From an optimization exercise on the open Yosys and OpenROAD flow, aimed at small area; shortcuts taken in it are not production practice.
Where RTL was checked, it was by simulation tests only, not by an equivalence proof against the original.
No activity file was given, so power comes from the tool's default toggle rates. The flow treats the clock pin as an ideal source, which a real chip does not have.

==> job 8062: inputs <==
Design il_core, start of the top module:
module il_core (
    input  wire        clk,
    input  wire        rst,
    input  wire        start,
    input  wire [15:0] prog_len,
    output wire        busy,
    output wire [15:0] acc,
    output wire [15:0] last_line,
    output wire [4:0]  esp,
    output wire [4:0]  csp,
    output wire        prog_valid,
    output wire [15:0] prog_addr,
    input  wire        prog_ready,
    input  wire [15:0] prog_word,
    input  wire [15:0] prog_opr,
    output wire        mem_valid,
    output wire        mem_we,
    output wire [1:0]  mem_region,
    output wire [4:0]  mem_slot,
    output wire [15:0] mem_wdata,
    input  wire        mem_ready,
    input  wire [15:0] mem_rdata
);
    localparam [3:0] S_IDLE  = 4'd0,
                     S_FETCH = 4'd1,
                     S_OPEN  = 4'd2,
                     S_EPOP  = 4'd3,
                     S_MRD   = 4'd4,
                     S_WPREP = 4'd5,
                     S_MWR   = 4'd6,
                     S_ALU1  = 4'd7,
                     S_ALU2  = 4'd8,
                     S_MD    = 4'd9,
  ...
export LEC_CHECK = 0
export CAP_MARGIN = 20
export CORE_MARGIN = 2
export CORE_UTILIZATION = 65
export SLEW_MARGIN = 20
create_clock -name core_clock -period 8.0 [get_ports {clk}]
standard.sh (not shown) runs the stock make flow with config.mk's settings and CLKGATE_MAP_FILE= SYNTH_SCRIPT=/design/flow/synth_recipe.tcl, a recipe that flattens the netlist after the stock synthesis.
==> flow/flow/run.sh <==
#!/bin/bash
# The standard layout (the standard.sh), with two changes: the port
# buffers are sky130_fd_sc_hd__buf_1, and clock tree synthesis gets its own
# clustering arguments and no dummy loads.
set -euo pipefail
bash standard.sh finish "BUFFER_PORTS_ARGS=-buffer_cell sky130_fd_sc_hd__buf_1" \
  "CTS_ARGS=-sink_clustering_enable -repair_clock_nets -sink_clustering_size 30 -sink_clustering_max_diameter 70 -buf_list sky130_fd_sc_hd__clkbuf_16 -dont_use_dummy_load" \
  > standard_flow.log 2>&1
==> job 5497: changes against job 8062 <==
--- a/flow/design.v
+++ b/flow/design.v
@@ -37,27 +37,27 @@
                      S_EWAIT = 4'd13,
                      S_ERUN  = 4'd14,
                      S_MRDG  = 4'd15;
     localparam [3:0] C_LE = 4'd0, C_LT = 4'd1, C_STOR = 4'd2, C_LOAD = 4'd4,
                      C_AND = 4'd5, C_OR = 4'd6, C_XOR = 4'd7, C_ADD = 4'd8,
                      C_SUB = 4'd9, C_MUL = 4'd10, C_DIV = 4'd11, C_GT = 4'd12,
-                     C_GE = 4'd13, C_EQ = 4'd14, C_NE = 4'd15,
-                     C_CLOSE = 4'd3;    
+                     C_GE = 4'd13, C_EQ = 4'd14, C_NE = 4'd15;
     localparam EW = 21;    
     localparam CW = 16;    
     reg [3:0]  state;
     reg [15:0] line;
     reg [15:0] acc_r;
     reg [15:0] t1;         
     reg [15:0] t2;         
     reg [1:0]  t2x;        
     reg        dsign;      
     reg [4:0]  esp_r;      
-    reg [19:0] er;         
+    reg [15:0] er;         
+    reg [3:0]  q;
     reg        ecar;
-    reg        eclr;       
+    reg        edn;
     reg [4:0]  csp_r;
     reg [4:0]  ph;         
     reg [3:0]  code;
     reg        neg;
     reg [EW*20-1:0] ering;
     reg [CW*20-1:0] cring;
@@ -80,18 +80,17 @@
     always @(*) begin
         lt_c[0] = 1'b0;
         for (i = 0; i < 16; i = i + 1)
             lt_c[i+1] = (!line[i] & prog_len[i]) | (!(line[i] ^ prog_len[i]) & lt_c[i]);
     end
     wire line_lt = lt_c[16];
-    wire ed_zero = eclr || ~|er;
-    wire ed_sat  = !eclr && &er;
-    wire edn     = (code == C_CLOSE);    
-    wire e_b     = er[19];
-    wire e_cin   = ecar | ((state == S_ERUN) && (ph == 5'd0));
-    wire ph_hi   = ph[4] || (ph == 5'd15);    
+    wire ed_zero = ~|er;
+    wire ed_sat  = &er;
+    wire e_b     = er[15];
+    wire e_cin   = ecar | ((state == S_ERUN) && (q == 4'd0));
+    assign q_inc = updn5({1'b0, q}, 1'b0);
     function [4:0] updn5;
         input [4:0] v;
         input       dn;
         reg   [5:0] t;
         integer k;
         begin
@@ -102,26 +101,27 @@
             end
         end
     endfunction
     wire [4:0] esp_nx = updn5(esp_r, state == S_FETCH);
     wire [4:0] csp_nx = updn5(csp_r, state == S_FETCH);
     wire [4:0] ph_inc = updn5(ph, 1'b0);
+    wire [3:0] q_inc;
     wire       acc_nz = |acc_r;
     wire [7:0] op_raw = prog_word[7:0];
     wire       op_hi  = |op_raw[7:5];
     wire       op_ok  = !op_hi && !(op_raw[4] && (op_raw[3] || (op_raw[2] && op_raw[1])));   
-    wire [4:0] op     = op_ok ? op_raw[4:0] : 5'd0;    
+    wire [7:0] op     = op_ok ? op_raw : 8'd0;
     wire       fi     = prog_word[8];
     wire       fn     = prog_word[9];
     wire       fc     = prog_word[10];
     wire       fg     = prog_word[11];
     wire       cond   = acc_nz ^ fn;
     wire       gate   = !fc || cond;
     wire       is_bin = (!op[4] && (op[3] || (op[2] && (op[1] || op[0])))) ||
                         (op[4] && !op[3] && !op[2] && !op[1]);    
-    wire [3:0] op_code = (op == 5'd1) ? C_LOAD : (op == 5'd21) ? C_CLOSE : op[3:0];
+    wire [3:0] op_code = (op == 8'd1) ? C_LOAD : op[3:0];
     wire       esp_full = (esp_r == 5'd20);
     wire       ph_e     = (ph == esp_r);
     wire       ph_c     = (ph == csp_r);
     wire [10:0] a_hi = t1[15:5];
     wire [4:0]  a_lo = t1[4:0];
     wire        lo_z     = (a_lo == 5'd0);
@@ -146,15 +146,18 @@
     end
     wire [4:0]  dec_sl = {lo_m1[4] ^ (r1 | r2), lo_m1[3:0]};
     wire        dec_bit = !dec_rg[1];
     wire        c_mul   = (code == C_MUL);
     wire        c_add   = (code == C_ADD);
     wire        c_logic = (code == C_AND) || (code == C_OR) || (code == C_XOR);
-    wire        md_mul  = c_mul;
-    wire        a_inv   = !(c_add || c_mul || c_logic);
-    wire        y_inv   = neg ^ a_inv;
+    reg         md_mul, a_inv, y_inv;
+    always @(posedge clk) begin
+        md_mul <= c_mul;
+        a_inv  <= !(c_add || c_mul || c_logic);
+        y_inv  <= neg ^ !(c_add || c_mul || c_logic);
+    end
     wire        sub     = a_inv ^ dsign;
     wire [15:0] ay16    = (t1 ^ {16{y_inv ^ dsign}}) & {16{!md_mul || acc_r[15]}};
     wire [17:0] ax      = {t2x, t2};
     wire [17:0] ay      = {sub, sub, ay16};
     wire [17:0] ap      = ax ^ ay;
     wire [17:0] ag      = ax & ay;
@@ -202,15 +205,15 @@
     wire        md_code = (code == C_MUL) || (code == C_DIV);
     wire        w_prep  = (state == S_WPREP);
     wire        w_bit   = w_prep & dec_bit;
     wire        w_inv   = w_prep & neg;
     wire [15:0] wv      = w_bit ? {15'd0, acc_nz ^ w_inv} : (acc_r ^ {16{w_inv}});
     wire        w_ld    = w_prep || ((state == S_ALU1) && !md_code);
-    wire        w_set   = (state == S_FETCH) && (op == 5'd3);
+    wire        w_set   = (state == S_FETCH) && (op == 8'd3);
     wire        t2_en   = (state == S_MD) || w_prep || (state == S_ALU1) ||
-                          ((state == S_FETCH) && prog_ready && line_lt && (op == 5'd3 || op == 5'd4) && cond);
+                          ((state == S_FETCH) && prog_ready && line_lt && (op == 8'd3 || op == 8'd4) && cond);
     always @(posedge clk) begin
         if (t2_en) begin
             if (state == S_MD) begin
                 t2x   <= sum[16:15];
                 t2    <= {sum[14:0], acc_r[15] & !md_mul};
                 dsign <= sum[16] & !md_mul;
@@ -226,23 +229,24 @@
     wire [15:0] rdm     = !dec_ok ? 16'd0 : dec_bit ? {15'd0, mem_rdata[0]} : mem_rdata;
     wire [15:0] rdv     = rdm ^ {{15{i_load & !dec_bit}}, i_load};
     wire e_we = (state == S_OPEN) && !esp_full && ph_e;
     wire c_we = (state == S_CPUSH) && ph_c;
     always @(posedge clk) begin
         if (rst) begin
-            eclr <= 1'b1;
+            er   <= 16'd0;
             ecar <= 1'b0;
+            q    <= 4'd0;
         end else begin
-            if (ph == 5'd19) eclr <= 1'b0;
-            ecar <= e_cin & (ph_hi ? (ph != 5'd19) : (e_b ^ edn));
+            er   <= {er[14:0], e_b ^ e_cin};
+            ecar <= e_cin & (e_b ^ edn) & (q != 4'd15);
+            q    <= q_inc;
         end
-        er <= {er[18:0], (e_b ^ e_cin) & !(rst || eclr)};
     end
     always @(posedge clk) begin
         ering <= {ering[EW*19-1:0], e_we ? {code, neg, acc_r} : etap};
-        cring <= {cring[CW*19-1:0], c_we ? line : ctap};
+        cring <= {cring[CW*19-1:0], c_we ? line_inc : ctap};
     end
     always @(posedge clk) begin
         if (rst) begin
             state <= S_IDLE;
             esp_r <= 5'd0;
             csp_r <= 5'd0;
@@ -260,70 +264,81 @@
                 if (!line_lt) begin
                     state <= S_IDLE;
                 end else if (prog_ready) begin
                     t1   <= prog_opr;
                     code <= op_code;
                     neg  <= fn;
-                    line <= line_inc;    
+                    line <= line_inc;
                     case (op)
-                    5'd1: begin    
+                    8'd1: begin    
+                        line <= line;
                         if (fg)      state <= S_OPEN;
                         else if (fi) state <= S_ALU2;
                         else         state <= S_MRD;
                     end
-                    5'd2: begin    
+                    8'd2: begin    
+                        line <= line;
                         state <= fg ? S_OPEN : S_WPREP;
                     end
-                    5'd3, 5'd4: begin    
+                    8'd3, 8'd4: begin    
                         if (cond) begin
+                            line  <= line;
                             state <= S_MWR;
                         end
                     end
-                    5'd18: begin   
-                        if (gate) begin state <= S_JMP; end
+                    8'd18: begin   
+                        if (gate) begin line <= line; state <= S_JMP; end
                     end
-                    5'd19: begin   
-                        if (gate && csp_r != 5'd20) begin state <= S_CPUSH; end
+                    8'd19: begin   
+                        if (gate && csp_r != 5'd20) begin line <= line; state <= S_CPUSH; end
                     end
-                    5'd20: begin   
+                    8'd20: begin   
                         if (gate) begin
                             if (csp_r != 5'd0) begin
+                                line  <= line;
                                 csp_r <= csp_nx;
                                 state <= S_CPOP;
                             end else begin
                                 line <= 16'hFFFF;
                             end
                         end
                     end
-                    5'd21: begin   
+                    8'd21: begin   
+                        edn <= 1'b1;
                         if (!ed_zero) begin
+                            line  <= line;
                             state <= S_EWAIT;
                         end else if (esp_r != 5'd0) begin
                             esp_r <= esp_nx;
+                            line  <= line;
                             state <= S_EPOP;
                         end
                     end
                     default: begin
                         if (is_bin) begin
+                            line <= line;
                             if (!fi) state <= fg ? S_MRDG : S_MRD;
                             else if (fg) state <= S_OPEN;
                             else state <= S_ALU1;
                         end
                     end
                     endcase
                 end
             end
             S_OPEN: begin
+                edn <= 1'b0;
                 if (esp_full) begin
                     if (!ed_sat) begin
                         state <= S_EWAIT;
                     end else begin
+                        line  <= line_inc;
                         state <= S_FETCH;
                     end
                 end else if (ph_e) begin
                     esp_r <= esp_nx;
+                    line  <= line_inc;
                     state <= S_FETCH;
                 end
             end
             S_EPOP: begin
                 if (ph_e) begin
                     code <= e_code;
@@ -348,37 +363,42 @@
             end
             S_WPREP: begin
                 state <= S_MWR;
             end
             S_MWR: begin
                 if (!dec_ok || mem_ready) begin
+                    line  <= line_inc;
                     state <= S_FETCH;
                 end
             end
             S_ALU1: begin
                 if (md_code) begin
                     if (ph == 5'd19) state <= S_MD;
                 end else begin
                     state <= S_ALU2;
                 end
             end
             S_ALU2: begin
+                line  <= line_inc;
                 state <= S_FETCH;
             end
             S_MD: begin
                 if (md_last) begin
+                    line  <= line_inc;
                     state <= S_FETCH;
                 end else if (ph == 5'd16) begin
+                    line  <= line_inc;
                     state <= S_FETCH;
                 end
             end
             S_EWAIT: begin
-                if (ph == 5'd19) state <= S_ERUN;
+                if (q == 4'd15) state <= S_ERUN;
             end
             S_ERUN: begin
-                if (ph == 5'd19) begin
+                if (q == 4'd15) begin
+                    line  <= line_inc;
                     state <= S_FETCH;
                 end
             end
             S_JMP: begin
                 line  <= t1;
                 state <= S_FETCH;
@@ -407,9 +427,9 @@
     assign csp        = csp_r;
     assign prog_valid = (state == S_FETCH) && line_lt;
     assign prog_addr  = line;
     assign mem_valid  = ((state == S_MRD) || (state == S_MRDG) || (state == S_MWR)) && dec_ok;
     assign mem_we     = (state == S_MWR);
     assign mem_region = dec_rg;
-    assign mem_slot   = {dec_sl[4] & dec_ok, dec_sl[3:0]};    
+    assign mem_slot   = dec_sl;
     assign mem_wdata  = t2;
 endmodule
==> flow/run.sh (new file) <==
#!/bin/bash
# synth_recipe.tcl (not shown) runs the flow's synth.tcl, then flattens the netlist and writes it again
# the make line also repeats each setting of config.mk as NAME=value (left out here)
make -C /OpenROAD-flow-scripts/flow DESIGN_CONFIG=/design/flow/config.mk WORK_HOME=/design/flow/orfs CLKGATE_MAP_FILE= SYNTH_SCRIPT=/design/flow/synth_recipe.tcl finish
CORE_UTILIZATION = 40   (was 65)
CTS_BUF_LIST = sky130_fd_sc_hd__clkbuf_16   (was default)
CTS_CLUSTER_DIAMETER = 100   (was default)
CTS_CLUSTER_SIZE = 30   (was default)
removed: flow/flow/run.sh
removed: flow/standard.sh
==> job 3799: changes against job 8062 <==
--- a/flow/design.v
+++ b/flow/design.v
@@ -37,27 +37,27 @@
                      S_EWAIT = 4'd13,
                      S_ERUN  = 4'd14,
                      S_MRDG  = 4'd15;
     localparam [3:0] C_LE = 4'd0, C_LT = 4'd1, C_STOR = 4'd2, C_LOAD = 4'd4,
                      C_AND = 4'd5, C_OR = 4'd6, C_XOR = 4'd7, C_ADD = 4'd8,
                      C_SUB = 4'd9, C_MUL = 4'd10, C_DIV = 4'd11, C_GT = 4'd12,
-                     C_GE = 4'd13, C_EQ = 4'd14, C_NE = 4'd15,
-                     C_CLOSE = 4'd3;    
+                     C_GE = 4'd13, C_EQ = 4'd14, C_NE = 4'd15;
     localparam EW = 21;    
     localparam CW = 16;    
     reg [3:0]  state;
     reg [15:0] line;
     reg [15:0] acc_r;
     reg [15:0] t1;         
     reg [15:0] t2;         
     reg [1:0]  t2x;        
     reg        dsign;      
     reg [4:0]  esp_r;      
-    reg [19:0] er;         
+    reg [15:0] er;         
+    reg [3:0]  q;
     reg        ecar;
-    reg        eclr;       
+    reg        edn;
     reg [4:0]  csp_r;
     reg [4:0]  ph;         
     reg [3:0]  code;
     reg        neg;
     reg [EW*20-1:0] ering;
     reg [CW*20-1:0] cring;
@@ -80,18 +80,17 @@
     always @(*) begin
         lt_c[0] = 1'b0;
         for (i = 0; i < 16; i = i + 1)
             lt_c[i+1] = (!line[i] & prog_len[i]) | (!(line[i] ^ prog_len[i]) & lt_c[i]);
     end
     wire line_lt = lt_c[16];
-    wire ed_zero = eclr || ~|er;
-    wire ed_sat  = !eclr && &er;
-    wire edn     = (code == C_CLOSE);    
-    wire e_b     = er[19];
-    wire e_cin   = ecar | ((state == S_ERUN) && (ph == 5'd0));
-    wire ph_hi   = ph[4] || (ph == 5'd15);    
+    wire ed_zero = ~|er;
+    wire ed_sat  = &er;
+    wire e_b     = er[15];
+    wire e_cin   = ecar | ((state == S_ERUN) && (q == 4'd0));
+    assign q_inc = updn5({1'b0, q}, 1'b0);
     function [4:0] updn5;
         input [4:0] v;
         input       dn;
         reg   [5:0] t;
         integer k;
         begin
@@ -102,26 +101,27 @@
             end
         end
     endfunction
     wire [4:0] esp_nx = updn5(esp_r, state == S_FETCH);
     wire [4:0] csp_nx = updn5(csp_r, state == S_FETCH);
     wire [4:0] ph_inc = updn5(ph, 1'b0);
+    wire [3:0] q_inc;
     wire       acc_nz = |acc_r;
     wire [7:0] op_raw = prog_word[7:0];
     wire       op_hi  = |op_raw[7:5];
     wire       op_ok  = !op_hi && !(op_raw[4] && (op_raw[3] || (op_raw[2] && op_raw[1])));   
-    wire [4:0] op     = op_ok ? op_raw[4:0] : 5'd0;    
+    wire [7:0] op     = op_ok ? op_raw : 8'd0;
     wire       fi     = prog_word[8];
     wire       fn     = prog_word[9];
     wire       fc     = prog_word[10];
     wire       fg     = prog_word[11];
     wire       cond   = acc_nz ^ fn;
     wire       gate   = !fc || cond;
     wire       is_bin = (!op[4] && (op[3] || (op[2] && (op[1] || op[0])))) ||
                         (op[4] && !op[3] && !op[2] && !op[1]);    
-    wire [3:0] op_code = (op == 5'd1) ? C_LOAD : (op == 5'd21) ? C_CLOSE : op[3:0];
+    wire [3:0] op_code = (op == 8'd1) ? C_LOAD : op[3:0];
     wire       esp_full = (esp_r == 5'd20);
     wire       ph_e     = (ph == esp_r);
     wire       ph_c     = (ph == csp_r);
     wire [10:0] a_hi = t1[15:5];
     wire [4:0]  a_lo = t1[4:0];
     wire        lo_z     = (a_lo == 5'd0);
@@ -146,15 +146,18 @@
     end
     wire [4:0]  dec_sl = {lo_m1[4] ^ (r1 | r2), lo_m1[3:0]};
     wire        dec_bit = !dec_rg[1];
     wire        c_mul   = (code == C_MUL);
     wire        c_add   = (code == C_ADD);
     wire        c_logic = (code == C_AND) || (code == C_OR) || (code == C_XOR);
-    wire        md_mul  = c_mul;
-    wire        a_inv   = !(c_add || c_mul || c_logic);
-    wire        y_inv   = neg ^ a_inv;
+    reg         md_mul, a_inv, y_inv;
+    always @(posedge clk) begin
+        md_mul <= c_mul;
+        a_inv  <= !(c_add || c_mul || c_logic);
+        y_inv  <= neg ^ !(c_add || c_mul || c_logic);
+    end
     wire        sub     = a_inv ^ dsign;
     wire [15:0] ay16    = (t1 ^ {16{y_inv ^ dsign}}) & {16{!md_mul || acc_r[15]}};
     wire [17:0] ax      = {t2x, t2};
     wire [17:0] ay      = {sub, sub, ay16};
     wire [17:0] ap      = ax ^ ay;
     wire [17:0] ag      = ax & ay;
@@ -202,15 +205,15 @@
     wire        md_code = (code == C_MUL) || (code == C_DIV);
     wire        w_prep  = (state == S_WPREP);
     wire        w_bit   = w_prep & dec_bit;
     wire        w_inv   = w_prep & neg;
     wire [15:0] wv      = w_bit ? {15'd0, acc_nz ^ w_inv} : (acc_r ^ {16{w_inv}});
     wire        w_ld    = w_prep || ((state == S_ALU1) && !md_code);
-    wire        w_set   = (state == S_FETCH) && (op == 5'd3);
+    wire        w_set   = (state == S_FETCH) && (op == 8'd3);
     wire        t2_en   = (state == S_MD) || w_prep || (state == S_ALU1) ||
-                          ((state == S_FETCH) && prog_ready && line_lt && (op == 5'd3 || op == 5'd4) && cond);
+                          ((state == S_FETCH) && prog_ready && line_lt && (op == 8'd3 || op == 8'd4) && cond);
     always @(posedge clk) begin
         if (t2_en) begin
             if (state == S_MD) begin
                 t2x   <= sum[16:15];
                 t2    <= {sum[14:0], acc_r[15] & !md_mul};
                 dsign <= sum[16] & !md_mul;
@@ -226,19 +229,20 @@
     wire [15:0] rdm     = !dec_ok ? 16'd0 : dec_bit ? {15'd0, mem_rdata[0]} : mem_rdata;
     wire [15:0] rdv     = rdm ^ {{15{i_load & !dec_bit}}, i_load};
     wire e_we = (state == S_OPEN) && !esp_full && ph_e;
     wire c_we = (state == S_CPUSH) && ph_c;
     always @(posedge clk) begin
         if (rst) begin
-            eclr <= 1'b1;
+            er   <= 16'd0;
             ecar <= 1'b0;
+            q    <= 4'd0;
         end else begin
-            if (ph == 5'd19) eclr <= 1'b0;
-            ecar <= e_cin & (ph_hi ? (ph != 5'd19) : (e_b ^ edn));
+            er   <= {er[14:0], e_b ^ e_cin};
+            ecar <= e_cin & (e_b ^ edn) & (q != 4'd15);
+            q    <= q_inc;
         end
-        er <= {er[18:0], (e_b ^ e_cin) & !(rst || eclr)};
     end
     always @(posedge clk) begin
         ering <= {ering[EW*19-1:0], e_we ? {code, neg, acc_r} : etap};
         cring <= {cring[CW*19-1:0], c_we ? line : ctap};
     end
     always @(posedge clk) begin
@@ -262,42 +266,43 @@
                 end else if (prog_ready) begin
                     t1   <= prog_opr;
                     code <= op_code;
                     neg  <= fn;
                     line <= line_inc;    
                     case (op)
-                    5'd1: begin    
+                    8'd1: begin    
                         if (fg)      state <= S_OPEN;
                         else if (fi) state <= S_ALU2;
                         else         state <= S_MRD;
                     end
-                    5'd2: begin    
+                    8'd2: begin    
                         state <= fg ? S_OPEN : S_WPREP;
                     end
-                    5'd3, 5'd4: begin    
+                    8'd3, 8'd4: begin    
                         if (cond) begin
                             state <= S_MWR;
                         end
                     end
-                    5'd18: begin   
+                    8'd18: begin   
                         if (gate) begin state <= S_JMP; end
                     end
-                    5'd19: begin   
+                    8'd19: begin   
                         if (gate && csp_r != 5'd20) begin state <= S_CPUSH; end
                     end
-                    5'd20: begin   
+                    8'd20: begin   
                         if (gate) begin
                             if (csp_r != 5'd0) begin
                                 csp_r <= csp_nx;
                                 state <= S_CPOP;
                             end else begin
                                 line <= 16'hFFFF;
                             end
                         end
                     end
-                    5'd21: begin   
+                    8'd21: begin   
+                        edn <= 1'b1;
                         if (!ed_zero) begin
                             state <= S_EWAIT;
                         end else if (esp_r != 5'd0) begin
                             esp_r <= esp_nx;
                             state <= S_EPOP;
                         end
@@ -310,12 +315,13 @@
                         end
                     end
                     endcase
                 end
             end
             S_OPEN: begin
+                edn <= 1'b0;
                 if (esp_full) begin
                     if (!ed_sat) begin
                         state <= S_EWAIT;
                     end else begin
                         state <= S_FETCH;
                     end
@@ -369,16 +375,16 @@
                     state <= S_FETCH;
                 end else if (ph == 5'd16) begin
                     state <= S_FETCH;
                 end
             end
             S_EWAIT: begin
-                if (ph == 5'd19) state <= S_ERUN;
+                if (q == 4'd15) state <= S_ERUN;
             end
             S_ERUN: begin
-                if (ph == 5'd19) begin
+                if (q == 4'd15) begin
                     state <= S_FETCH;
                 end
             end
             S_JMP: begin
                 line  <= t1;
                 state <= S_FETCH;
@@ -407,9 +413,9 @@
     assign csp        = csp_r;
     assign prog_valid = (state == S_FETCH) && line_lt;
     assign prog_addr  = line;
     assign mem_valid  = ((state == S_MRD) || (state == S_MRDG) || (state == S_MWR)) && dec_ok;
     assign mem_we     = (state == S_MWR);
     assign mem_region = dec_rg;
-    assign mem_slot   = {dec_sl[4] & dec_ok, dec_sl[3:0]};    
+    assign mem_slot   = dec_sl;
     assign mem_wdata  = t2;
 endmodule
==> flow/flow/run.sh (replaced) <==
#!/bin/bash
# The standard layout (the standard.sh), with two changes: the port
# buffers are sky130_fd_sc_hd__buf_1, and clock tree synthesis gets its own
# clustering arguments and no dummy loads.
set -euo pipefail
bash standard.sh finish "BUFFER_PORTS_ARGS=-buffer_cell sky130_fd_sc_hd__buf_1" \
  "CTS_ARGS=-sink_clustering_enable -repair_clock_nets -sink_clustering_size 32 -sink_clustering_max_diameter 80 -buf_list sky130_fd_sc_hd__clkbuf_16 -dont_use_dummy_load" \
  > standard_flow.log 2>&1
CORE_UTILIZATION = 40   (was 65)
==> job 6884: changes against job 8062 <==
--- a/flow/design.v
+++ b/flow/design.v
@@ -51,13 +51,12 @@
     reg [15:0] t2;         
     reg [1:0]  t2x;        
     reg        dsign;      
     reg [4:0]  esp_r;      
     reg [19:0] er;         
     reg        ecar;
-    reg        eclr;       
     reg [4:0]  csp_r;
     reg [4:0]  ph;         
     reg [3:0]  code;
     reg        neg;
     reg [EW*20-1:0] ering;
     reg [CW*20-1:0] cring;
@@ -80,14 +79,14 @@
     always @(*) begin
         lt_c[0] = 1'b0;
         for (i = 0; i < 16; i = i + 1)
             lt_c[i+1] = (!line[i] & prog_len[i]) | (!(line[i] ^ prog_len[i]) & lt_c[i]);
     end
     wire line_lt = lt_c[16];
-    wire ed_zero = eclr || ~|er;
-    wire ed_sat  = !eclr && &er;
+    wire ed_zero = ~|er;
+    wire ed_sat  = &er;
     wire edn     = (code == C_CLOSE);    
     wire e_b     = er[19];
     wire e_cin   = ecar | ((state == S_ERUN) && (ph == 5'd0));
     wire ph_hi   = ph[4] || (ph == 5'd15);    
     function [4:0] updn5;
         input [4:0] v;
@@ -226,19 +225,18 @@
     wire [15:0] rdm     = !dec_ok ? 16'd0 : dec_bit ? {15'd0, mem_rdata[0]} : mem_rdata;
     wire [15:0] rdv     = rdm ^ {{15{i_load & !dec_bit}}, i_load};
     wire e_we = (state == S_OPEN) && !esp_full && ph_e;
     wire c_we = (state == S_CPUSH) && ph_c;
     always @(posedge clk) begin
         if (rst) begin
-            eclr <= 1'b1;
+            er   <= 20'd0;
             ecar <= 1'b0;
         end else begin
-            if (ph == 5'd19) eclr <= 1'b0;
+            er   <= {er[18:0], e_b ^ e_cin};
             ecar <= e_cin & (ph_hi ? (ph != 5'd19) : (e_b ^ edn));
         end
-        er <= {er[18:0], (e_b ^ e_cin) & !(rst || eclr)};
     end
     always @(posedge clk) begin
         ering <= {ering[EW*19-1:0], e_we ? {code, neg, acc_r} : etap};
         cring <= {cring[CW*19-1:0], c_we ? line : ctap};
     end
     always @(posedge clk) begin
==> flow/flow/run.sh (replaced) <==
#!/bin/bash
# The standard layout (the standard.sh), with two changes: the port
# buffers are sky130_fd_sc_hd__buf_1, and clock tree synthesis gets its own
# clustering arguments and no dummy loads.
set -euo pipefail
bash standard.sh finish "BUFFER_PORTS_ARGS=-buffer_cell sky130_fd_sc_hd__buf_1" \
  "CTS_ARGS=-sink_clustering_enable -repair_clock_nets -sink_clustering_size 32 -sink_clustering_max_diameter 80 -buf_list sky130_fd_sc_hd__clkbuf_16 -dont_use_dummy_load" \
  > standard_flow.log 2>&1
==> summary.txt <==
	job 5497	job 8062	job 6884	job 3799
Outcome	timing/DRC/antenna clean	timing/DRC/antenna clean	timing/DRC/antenna clean	timing/DRC/antenna clean
Worst slew pin tran	1.09 ns	1.14 ns	1.11 ns	1.12 ns
Routing usage on met2	26.0%	43.6%	42.6%	26.7%
Startpoint of the most critical setup path	prog_len[4]	code[2]	code[3]	prog_len[15]
Critical path start-end classification	input pin to output port	flop to flop	flop to flop	input pin to output port
Cell internal pwr	6.46 mW	5.33 mW	5.62 mW	5.44 mW
Number of nets in the layout	2,211	2,200	2,205	2,216
Number of buffers added by the clock tree synthesis step	35	38	34	36
Clock-pin slew reported for the worst setup and hold paths after clock tree synthesis	0.11 ns	0.10 ns	0.10 ns	0.11 ns
Width of the die	253 microns	199 microns	200 microns	253 microns
Buffers and inverters on the worst path	2	0	0	3
Power drawn by the clock network	2.08 mW	2.04 mW	1.94 mW	2.00 mW
End point of the critical path	prog_valid	acc_r[14]	acc_r[15]	prog_valid
Total length of routed wires	54,900 microns	53,600 microns	53,700 microns	54,900 microns
Layout inverter count without the clock tree	77	81	76	80
Final std cells w/o fill	2,864	2,558	2,563	2,850
GRT met1 Usage	24.4%	36.7%	37.7%	23.8%
Area fraction in compound gates after synthesis	8.68%	8.51%	9.25%	8.46%
Shortest clock period the worst path allows after layout	6.43 ns	6.42 ns	6.10 ns	5.58 ns
For job 8062 and job 5497, only the layout was checked, not whether the RTL still works.

## static timing again, ports no longer ideal
How much do the figures lean on ideal ports? The routed layouts below were timed once more, with nothing changed but the port constraints. Step 1 (the two cells are an assumption about what drives the block):
set clk [get_ports {clk}]
set_driving_cell -lib_cell sky130_fd_sc_hd__clkbuf_16 $clk
set_driving_cell -lib_cell sky130_fd_sc_hd__buf_2 [delete_from_list [all_inputs] $clk]
Step 2 times the ports against the registers' clock, not the clock port: input delays grow and output delays shrink by t, the midpoint of the rising clock arrivals with the driver on. Slacks: ideal / step 1 / step 2; pairs: ideal / step 1.
run | t, ns | slack for setup (ns) | worst setup path after step 2 | worst register clock-pin slew, ns | worst data-port slew with drivers (ns)
job 8062 | 0.615 | 1.580 / 1.580 / 1.580 | register to register | 0.11 / 0.11 | 0.05
job 5497 | 0.631 | 1.566 / 1.536 / 1.536 | input to output | 0.11 / 0.11 | 0.07
job 3799 | 0.621 | 2.422 / 2.401 / 2.401 | input to output | 0.11 / 0.11 | 0.08
job 6884 | 0.613 | 1.905 / 1.905 / 1.905 | register to register | 0.11 / 0.11 | 0.04
After both steps every run listed still meets setup and hold. The setup slack of job 5497, which loses most, moves by -0.030 ns with the drivers and by -0.030 ns with both steps.
